Context: an optimization exercise on an open-source flow, tuned for small area. The choices shown serve that exercise and are no tape-out recipe.
Function was checked by simulation only, so behaviour that the tests miss may differ from the original.
No activity file was given, so power comes from the tool's default toggle rates.

$ cat flow/design.v
module ts4231_ctrl (
    input  wire        clk,
    input  wire        rst,
    input  wire        tick_us,
    input  wire        tick_ms,
    input  wire        cmd_valid,
    input  wire [18:0] cmd,
    input  wire        e_in,
    input  wire        d_in,
    output reg         e_oe,
    output reg         e_out,
    output reg         d_oe,
    output reg         d_out,
    output wire        busy,
    output wire        res_valid,
    output wire        res_ok,
    output wire [2:0]  res_status,
    output wire [2:0]  res_bus,
    output wire [15:0] res_data,
    output reg         configured
);
    localparam [5:0]
        S_IDLE0 = 6'd0,  S_IDLE1 = 6'd1,  S_FIN  = 6'd2,
        S_VS    = 6'd3,  S_VD    = 6'd4,  S_GAPV = 6'd5,  S_GAPR = 6'd6,
        S_H0 = 6'd7,  S_H1 = 6'd8,  S_H2 = 6'd9,  S_H3 = 6'd10,
        S_H4 = 6'd11, S_H5 = 6'd12, S_H6 = 6'd13,
        S_F0 = 6'd14, S_F1 = 6'd15, S_F2 = 6'd16, S_F3 = 6'd17,
        S_WA = 6'd18, S_WB = 6'd19, S_WC = 6'd20,
        S_R4 = 6'd21, S_R5 = 6'd22, S_R6 = 6'd23, S_R7 = 6'd24,
        S_RA = 6'd25, S_RS = 6'd26, S_RB = 6'd27,
        S_T0 = 6'd28, S_T1 = 6'd29, S_T2 = 6'd30, S_T3 = 6'd31,
        S_K0 = 6'd32, S_C0 = 6'd33, S_C1 = 6'd34,
        S_K2 = 6'd35, S_K3 = 6'd36, S_K4 = 6'd37, S_K5 = 6'd38,
        S_REC = 6'd39, S_P0 = 6'd40, S_PZ = 6'd41,
        S_P1 = 6'd42, S_P2 = 6'd43;
    reg [5:0]  state, nstate;
    reg [15:0] sr;           
    reg [8:0]  dc;           
    reg [1:0]  vn;           
    reg [1:0]  va, vb;       
    reg [1:0]  op;           
    reg        fl;           
    reg        mis;          
    reg [1:0]  q;            
    assign busy       = (state != S_IDLE0) && (state != S_IDLE1);
    assign res_valid  = (state == S_IDLE1);
    assign res_ok     = (q == 2'd0);
    assign res_status = {q == 2'd0, q};
    wire   veq        = (va == vb);
    assign res_bus    = veq ? {1'b0, va} : 3'd4;
    assign res_data   = {2'b00, sr[13:0]};
    wire d1done = tick_us && dc[0];
    wire vdone  = tick_us && dc[8] && dc[7] && dc[6] && dc[5] && dc[4] && dc[2];
    wire rdone  = tick_us && dc[6] && dc[5] && dc[2];
    wire lpend  = ({va, vb} == 4'd0);
    wire v_idle   = veq && (va == 2'd0);
    wire v_sleep  = veq && (va == 2'd1);
    wire v_watch  = veq && (va == 2'd2);
    wire v_config = veq && (va == 2'd3);
    always @(*) begin
        {e_oe, e_out, d_oe, d_out} = 4'b0000;
        case (state)
            S_H0, S_H2, S_R7, S_RB, S_K4, S_P0: {e_oe, e_out, d_oe, d_out} = 4'b1000;
            S_H1, S_H3, S_F0, S_R6, S_RA, S_RS, S_C0, S_K5:
                                                {e_oe, e_out, d_oe, d_out} = 4'b1100;
            S_H4, S_F2, S_T1:                   {e_oe, e_out, d_oe, d_out} = 4'b1110;
            S_H5, S_F1, S_R5, S_T2, S_C1:       {e_oe, e_out, d_oe, d_out} = 4'b1111;
            S_H6, S_T3, S_K0:                   {e_oe, e_out, d_oe, d_out} = 4'b0011;
            S_F3, S_T0, S_K3:                   {e_oe, e_out, d_oe, d_out} = 4'b1010;
            S_R4, S_K2:                         {e_oe, e_out, d_oe, d_out} = 4'b1011;
            S_WA, S_WC:                         {e_oe, e_out, d_oe, d_out} = {3'b101, sr[14]};
            S_WB:                               {e_oe, e_out, d_oe, d_out} = {3'b111, sr[14]};
            default: ;
        endcase
    end
    always @(*) begin
        nstate = state;
        case (state)
            S_IDLE0, S_IDLE1: ;
            S_FIN:  nstate = S_IDLE1;
            S_VS:   nstate = S_VD;
            S_VD:   if (vdone) nstate = S_VS;
            S_GAPV: nstate = S_VS;
            S_GAPR: nstate = S_F0;
            S_H0:   if (d1done) nstate = S_H1;
            S_H1:   if (d1done) nstate = S_H2;
            S_H2:   if (d1done) nstate = S_H3;
            S_H3:   if (d1done) nstate = S_H4;
            S_H4:   if (d1done) nstate = S_H5;
            S_H5:   if (d1done) nstate = S_H6;
            S_H6:   nstate = S_GAPV;
            S_F0:   nstate = S_F1;
            S_F1:   if (d1done) nstate = S_F2;
            S_F2:   if (d1done) nstate = S_F3;
            S_F3:   if (d1done) nstate = fl ? S_R4 : S_WA;
            S_WA:   if (d1done) nstate = S_WB;
            S_WB:   if (d1done) nstate = S_WC;
            S_WC:   if (d1done) nstate = lpend ? S_T0 : S_WA;
            S_R4:   if (d1done) nstate = S_R5;
            S_R5:   if (d1done) nstate = S_R6;
            S_R6:   if (d1done) nstate = S_R7;
            S_R7:   if (d1done) nstate = S_RA;
            S_RA:   if (d1done) nstate = S_RS;
            S_RS:   nstate = S_RB;
            S_RB:   if (d1done) nstate = lpend ? S_T0 : S_RA;
            S_T0:   if (d1done) nstate = S_T1;
            S_T1:   if (d1done) nstate = S_T2;
            S_T2:   if (d1done) nstate = S_T3;
            S_T3:   nstate = (op != 2'd2) ? S_IDLE1 : (!fl ? S_GAPR : (mis ? S_IDLE1 : S_GAPV));
            S_K0:   nstate = S_K2;
            S_C0:   nstate = S_C1;
            S_C1:   nstate = S_K2;
            S_K2:   nstate = S_K3;
            S_K3:   nstate = S_K4;
            S_K4:   nstate = S_K5;
            S_K5:   nstate = S_REC;
            S_REC:  if (rdone) nstate = S_GAPV;
            S_P0:   if (d1done) nstate = S_PZ;
            S_PZ:   if (d1done) nstate = S_GAPV;
            S_P1:   if (d_in) nstate = S_P2; else if (mis) nstate = S_IDLE1;
            S_P2:   if (!d_in || mis) nstate = S_IDLE1;
            default: nstate = S_IDLE0;
        endcase
        if (state == S_VD && vdone && vn == 2'd2) begin
            case (op)
                2'd0: nstate = S_IDLE1;
                2'd1: nstate = v_idle ? S_P1 : S_IDLE1;
                2'd2: if (!configured) nstate = v_config ? S_F0 : S_IDLE1;
                      else if (!fl && v_sleep) nstate = S_K0;
                      else if (!fl && v_config) nstate = S_C0;
                      else nstate = S_IDLE1;
                default: nstate = (!fl && v_watch) ? S_P0 : S_IDLE1;
            endcase
        end
        if ((state == S_IDLE0 || state == S_IDLE1) && cmd_valid && cmd[18:16] != 3'd7) begin
            case (cmd[18:16])
                3'd0, 3'd1: nstate = S_VS;
                3'd2, 3'd3: nstate = S_F0;
                3'd4:       nstate = S_H0;
                default:    nstate = configured ? S_VS : S_FIN;
            endcase
        end
    end
    always @(posedge clk) begin
        state <= rst ? S_IDLE0 : nstate;
        dc    <= (nstate != state) ? 9'd0 : dc + {8'd0, tick_us};
        if (rst) vn <= 2'd0;
        else if (state == S_VD && vdone) vn <= (vn == 2'd2) ? 2'd0 : vn + 2'd1;
        if (rst) configured <= 1'b0;
        else if ((state == S_IDLE0 || state == S_IDLE1) && cmd_valid && cmd[18:16] == 3'd4)
            configured <= 1'b0;
        else if (state == S_T3 && op == 2'd2 && fl && !mis)
            configured <= 1'b1;
        case (state)
            S_IDLE0, S_IDLE1: if (cmd_valid && cmd[18:16] != 3'd7) begin
                sr  <= cmd[15:0];
                mis <= cmd[15] | cmd[14];
                fl  <= (cmd[18:16] == 3'd3);
                op  <= {cmd[18], (cmd[18:16] == 3'd1) || (cmd[18:16] == 3'd6)};
                q   <= 2'd3;
            end
            S_VS: case (vn)
                2'd0, 2'd1: begin va <= vb; vb <= {e_in, d_in}; end
                default: if (!veq) begin
                    if ({e_in, d_in} == va) vb <= va;
                    else                    va <= {e_in, d_in};
                end
            endcase
            S_VD: if (vdone && vn == 2'd2) begin
                case (op)
                    2'd1: begin mis <= 1'b0; q <= v_idle ? 2'd3 : 2'd0; end
                    2'd2: if (!configured) q <= 2'd1;
                          else begin
                              q <= v_watch ? 2'd0 : 2'd3;
                              fl <= 1'b1;
                          end
                    2'd3: begin q <= v_sleep ? 2'd0 : 2'd3; fl <= 1'b1; end
                    default: ;
                endcase
            end
            S_F3: if (d1done) {va, vb} <= fl ? 4'd13 : 4'd14;
            S_WC: if (d1done) begin
                {va, vb} <= {va, vb} - 4'd1;
                sr <= {sr[14:0], sr[14]};
            end
            S_RS: begin
                sr  <= {sr[14:0], d_in};
                mis <= mis | (d_in ^ sr[13]);
            end
            S_RB: if (d1done) {va, vb} <= {va, vb} - 4'd1;
            S_T3: begin
                if (!fl) fl <= 1'b1;
                else begin
                    fl <= 1'b0;
                    q  <= mis ? 2'd2 : 2'd3;
                end
            end
            S_P1, S_P2: begin
                if (tick_ms) begin
                    if (sr == 16'd0) mis <= 1'b1;
                    else             sr  <= sr - 16'd1;
                end
                if (state == S_P1 ? (!d_in && mis) : (d_in && mis)) q <= 2'd3;
                else q <= 2'd0;
            end
            default: ;
        endcase
    end
endmodule
$ cat flow/run.sh
#!/bin/bash
# synth_recipe.tcl (not shown) runs the flow's synth.tcl, then flattens the netlist and writes it again
# the make line also repeats each setting of config.mk as NAME=value (left out here)
make -C /OpenROAD-flow-scripts/flow DESIGN_CONFIG=/design/flow/config.mk WORK_HOME=/design/flow/orfs CLKGATE_MAP_FILE= SYNTH_SCRIPT=/design/flow/synth_recipe.tcl finish
$ cat flow/config.mk
export PLATFORM = sky130hd
export DESIGN_NAME = ts4231_ctrl
export DESIGN_NICKNAME = ts4231_ctrl
export VERILOG_FILES = /design/flow/design.v
export SDC_FILE = /design/flow/constraint.sdc
export NUM_CORES = 4
export LEC_CHECK = 0
export CAP_MARGIN = 20
export CORE_MARGIN = 2
export CORE_UTILIZATION = 40
export SLEW_MARGIN = 20
$ cat flow/constraint.sdc
create_clock -name core_clock -period 10.0 [get_ports {clk}]
set_input_delay 2.0000 -clock core_clock [delete_from_list [all_inputs] [get_ports {clk}]]
set_output_delay 2.0000 -clock core_clock [all_outputs]
set_load 0.01 [all_outputs]
==> impl_table.tex <==
\begin{tabular}{lr}
\hline
Metric & Value \\
\hline
\multicolumn{2}{l}{\textbf{Critical path}} \\
\quad Cell Chain, Critical Path & clkdlybuf4s50\_1, ha\_1, nor2\_1, a31oi\_1, o21ai\_0, a2111oi\_1, mux2i\_1, a211oi\_1, nand4\_2, nor2\_1 \\
\quad Critical path's most frequent cell & sky130\_fd\_sc\_hd\_\_nor2\_1 \\
\quad Worst reg-to-reg path cell count & 9 \\
\quad Critical path class & primary input to flip-flop \\
\quad Max stage delay on crit path & slightly above 700 ps \\
\quad CP arrival & 5330 ps \\
\quad Crit. End Element & flip-flop \\
\quad Largest fanout on the critical path & 22 \\
\quad Data required time at the worst endpoint & 10240 ps \\
\quad CP startpoint kind & primary input \\
\quad Cell with the largest stage delay on the worst path & sky130\_fd\_sc\_hd\_\_ha\_1 \\
\multicolumn{2}{l}{\textbf{Route}} \\
\quad Total iterations of the first detailed-routing run & 6 \\
\quad Residual antenna-violating net count after detailed routing & 0 \\
\quad Via-to-Cell Ratio & around 6.4 \\
\quad Final wirelength & 13900 um \\
\quad Detailed router's first-iteration violation count & 800 \\
\quad Number of DRC violations after detailed routing & 0 \\
\quad Avg WL per Cell & 19.4 um \\
\quad Total vias in the final route & 4569 \\
\multicolumn{2}{l}{\textbf{Floorplanning}} \\
\quad Die Wd & $\sim$110 um \\
\quad Count of boundary I/O pins & 56 \\
\quad Die Y & 108 um \\
\quad Initial Util & 0.415 \\
\quad Row count & 37 \\
\quad Floorplan core area & 10400 sq um \\
\quad Area enclosed by the die boundary & 11700 sq um \\
\multicolumn{2}{l}{\textbf{Power}} \\
\quad Int Pwr & 0.000477 W \\
\quad Part of the power in registers & 0.309 \\
\quad Net Sw Frac & 0.450 \\
\quad PwrDens & 177 nW/um\^{}2 \\
\quad Comb pwr share & 0.517 \\
\quad Share of total power in the clock network & 0.174 \\
\quad Net switching power of the design & 0.000390 W \\
\quad Standby leakage power & 1.67 nW \\
\quad Maximum vdd drop & approximately 0.13 mV \\
\multicolumn{2}{l}{\textbf{Synthesis}} \\
\quad Count of flip-flops with a built-in enable after synthesis & 26 \\
\quad Biggest area contributors in the synthesized netlist & sky130\_fd\_sc\_hd\_\_edfxtp\_1 (18\%), sky130\_fd\_sc\_hd\_\_dfxtp\_1 (8.3\%), sky130\_fd\_sc\_hd\_\_nor2\_1 (6.2\%), sky130\_fd\_sc\_hd\_\_o21ai\_0 (3.9\%), sky130\_fd\_sc\_hd\_\_a21oi\_1 (3.6\%) \\
\quad Area fraction of the dominant cell type after synthesis & 0.181 \\
\quad Seq cells post-synth & 44 \\
\quad Share of flip-flops with an asynchronous set or reset after synthesis & 0 \\
\quad Netlist area before placement & 4330 sq um \\
\quad Cell accounting for the most synthesized area & sky130\_fd\_sc\_hd\_\_edfxtp\_1 \\
\quad Avg Cell Area, Syn & 7.59 sq um \\
\quad Top FF cell, synth & sky130\_fd\_sc\_hd\_\_edfxtp\_1 \\
\quad Seq/Total Area, Yosys & 0.264 \\
\quad Post-synthesis cell type count & 71 \\
\quad Post-Synthesis Cells & 570 \\
\quad Synth warn & 1 \\
\multicolumn{2}{l}{\textbf{Placed design}} \\
\quad Worst slack, placed & roughly 4600 ps \\
\quad Gpl congestion & roughly 0.96 \\
\quad Total half-perimeter wirelength after legalization and detailed placement & roughly 9800 um \\
\quad PortBufs & 53 \\
\multicolumn{2}{l}{\textbf{Global routing}} \\
\quad GRT Resource Usage Total & 0.238 \\
\quad Largest net degree at the start of global routing & 43 \\
\quad Overflow left after global routing & 0 \\
\quad Global-route wire length before repair & 22100 um \\
\quad Initial antenna violation count & 0 \\
\quad Via count of the first global-routing pass & between 4000 and 5000 \\
\multicolumn{2}{l}{\textbf{Cells and area}} \\
\quad Commonest non-fill, non-tap cell in the layout & sky130\_fd\_sc\_hd\_\_nor2\_1 \\
\quad Register Area & 1140 sq um \\
\quad Antenna cell count & 0 \\
\quad Top library cells by usage in the layout, fill and taps aside & sky130\_fd\_sc\_hd\_\_nor2\_1 (72), sky130\_fd\_sc\_hd\_\_clkdlybuf4s50\_1 (53), sky130\_fd\_sc\_hd\_\_nand2\_1 (37), sky130\_fd\_sc\_hd\_\_o21ai\_0 (34), sky130\_fd\_sc\_hd\_\_a21oi\_1 (31) \\
\quad Multi-input combinational cell area & 2820 sq um \\
\quad Number of fill cells in the layout & between 1000 and 1500 \\
\quad Fin nets & 609 \\
\quad Layout area overhead & 13.0\% \\
\quad Fraction of layout instances using a drive strength above 1 & 0.0484 \\
\multicolumn{2}{l}{\textbf{STA}} \\
\quad Tmin final & 5090 ps \\
\quad Pin slew with the least headroom to its limit & 1040 ps \\
\quad Max Freq & 0.196 GHz \\
\quad Worst clock skew on the final layout & around 15 ps \\
\quad Final hold violation count & 0 \\
\quad Post-route setup TNS & 0 ps \\
\quad Unrepaired setup endpoints after global routing & false \\
\quad Final max-slew violation count & 0 \\
\quad Minimum setup slack in the final design & a little under 5000 ps \\
\quad Final worst path period share & 0.509 \\
\quad Setup violators final & 0 \\
\quad Worst slew margin & 0.306 \\
\multicolumn{2}{l}{\textbf{Clock tree}} \\
\quad Latest clock arrival within the worst-skew pair & around 320 ps \\
\quad Number of resized instances in the post-cts repair step & 0 \\
\quad Clock tree buffer depth & 2 \\
\quad Post-CTS setup-driven buffer insertion count & 0 \\
\quad Clock tree from TritonCTS & built \\
\quad H-tree level count & 2 \\
\quad Clock-pin transition on the worst setup and hold timing paths & 110 ps \\
\quad Clock root buffer & sky130\_fd\_sc\_hd\_\_clkbuf\_8 \\
\quad Clock buffers created by TritonCTS & 5 \\
\quad Clock Sink Count & 44 \\
\quad Hold\_buf cts & 0 \\
\multicolumn{2}{l}{\textbf{Run status}} \\
\quad Status & complete, no violations \\
\multicolumn{2}{l}{\textbf{Worst hold path}} \\
\quad Number of instances on the worst hold path & 2 \\
\quad Worst min-delay path category & flip-flop to flip-flop \\
\multicolumn{2}{l}{\textbf{Flow run}} \\
\quad Max Cap Viol & 0 \\
\hline
\end{tabular}
-- flip-flops by register name, indices dropped and copies added (netlist names) --
register	cells
q	2
vn	2
fl	1
state	6
op	2
mis	1
configured	1
dc	9
vb	2
sr	16
va	2
-- per-stage QoR --
stage | util | cells | hold slack, ps | cell area [sq um] | total power (W)
detailed placement | 0.458 | 707 | 508 | 4770 | 0.000706
global placement | 0.458 | 707 | 493 | 4770 | 0.000709
global route | 0.469 | 715 | 578 | 4890 | 0.000919
floorplan | - | 571 | 472 | 4330 | 0.000577
finish | 0.469 | 715 | 532 | 4890 | 0.000867
CTS | 0.469 | 715 | 535 | 4890 | 0.000857
-- synth_stat cells, types with 4 or more instances --
cell type,instances
sky130_fd_sc_hd__clkbuf_1,23
sky130_fd_sc_hd__a31oi_1,12
sky130_fd_sc_hd__buf_4,18
sky130_fd_sc_hd__and3_1,9
sky130_fd_sc_hd__inv_1,16
sky130_fd_sc_hd__nor2b_1,16
sky130_fd_sc_hd__a21o_1,4
sky130_fd_sc_hd__ha_1,5
sky130_fd_sc_hd__nand2b_1,16
sky130_fd_sc_hd__nand3_1,20
sky130_fd_sc_hd__a221oi_1,4
sky130_fd_sc_hd__a311oi_1,5
sky130_fd_sc_hd__edfxtp_1,26
sky130_fd_sc_hd__and4_1,4
sky130_fd_sc_hd__mux2i_1,6
sky130_fd_sc_hd__or3_1,14
sky130_fd_sc_hd__nor4_1,8
sky130_fd_sc_hd__and2_1,5
sky130_fd_sc_hd__o211ai_1,9
sky130_fd_sc_hd__o31ai_1,4
sky130_fd_sc_hd__a211oi_1,8
sky130_fd_sc_hd__o32ai_1,4
sky130_fd_sc_hd__a221o_1,7
sky130_fd_sc_hd__buf_1,5
sky130_fd_sc_hd__o22ai_1,6
sky130_fd_sc_hd__nand2_1,37
sky130_fd_sc_hd__xnor2_1,15
sky130_fd_sc_hd__nor2_1,72
sky130_fd_sc_hd__a22oi_1,12
sky130_fd_sc_hd__or4_1,5
sky130_fd_sc_hd__xor2_1,11
sky130_fd_sc_hd__a21oi_1,31
sky130_fd_sc_hd__dfxtp_1,18
sky130_fd_sc_hd__buf_2,12
sky130_fd_sc_hd__nor3_1,15
sky130_fd_sc_hd__o21ai_0,34
-- critical path: cells and delay by family --
kind,cells,cell delay [ps]
AO/OA/AOI/OAI,4,1280
adder cells (fa/ha/maj),1,710
buffers and inverters,1,480
multiplexers,1,150
AND/OR/NAND/NOR,3,710
-- final timing paths --
kind | startpoint | to | slack, ps
setup / recovery | tick_us | dc[0] | 4910
hold / removal | dc[8] | dc[8] | 530
setup reg to reg | state[3] | dc[0] | 6490
hold reg to reg | dc[8] | dc[8] | 530
-- power by group through the flow --
stage | logic (W) | clock network (W) | registers, W
after floorplan | 0.000319 | 0 | 0.000258
after global placement | 0.000439 | 0 | 0.000270
after detailed placement | 0.000435 | 0 | 0.000271
after CTS | 0.000437 | 0.000152 | 0.000267
after global routing | 0.000484 | 0.000162 | 0.000273
final | 0.000448 | 0.000151 | 0.000268
-- cell families (layout without fill, tap and decap cells) --
group,after synthesis,count (layout),synth area share
AOI/OAI and AO/OA,169,169,0.268
xor gates and xnor gates,26,26,0.0526
adders and majority gates,5,5,0.0145
buffers and inverters,76,84,0.0871
DFF,44,44,0.264
muxes,7,7,0.0165
other,1,2,0.000867
and+or+nand+nor,242,242,0.297
-- cell type report --
class | instances | area share
multi-input cells | 451 | 0.577
clock buffers | 5 | 0.0141
inverters | 16 | 0.0123
clock inverters | 3 | 0.00947
repair buffers | 60 | 0.119
flip-flops and latches | 44 | 0.233
well taps | 136 | 0.0348
-- per-layer routing --
metal	up-vias	track usage	part of all wire
met4	0	0.0614	0.029
li1	2130	-	-
met3	40	0.0428	0.11
met1	2126	0.349	0.43
met2	273	0.359	0.44
met5	-	0	0

separate check: timing with driven ports:
No port has a modelled driver above. Below, the same layout with a new extraction and two added sets of constraints. Step 1 (the two cells are an assumption about what drives the block):
set clk [get_ports {clk}]
set_driving_cell -lib_cell sky130_fd_sc_hd__clkbuf_16 $clk
set_driving_cell -lib_cell sky130_fd_sc_hd__buf_2 [delete_from_list [all_inputs] $clk]
Step 2 moves the port delays by t, midway between the first and last clock arrival at a register: inputs arrive t later, outputs are due t later. That takes back most of the time a late clock gives input paths. Slacks: ideal / step 1 / step 2; pairs: ideal / step 1.
t (ns): 0.344
slack for setup (ns): 4.906 / 4.918 / 4.574
hold WS [ns]: 0.532 / 0.532 / 0.532
After both steps this run still meets setup and hold. The setup slack of this run moves by +0.012 ns with the drivers and by -0.332 ns with both steps.
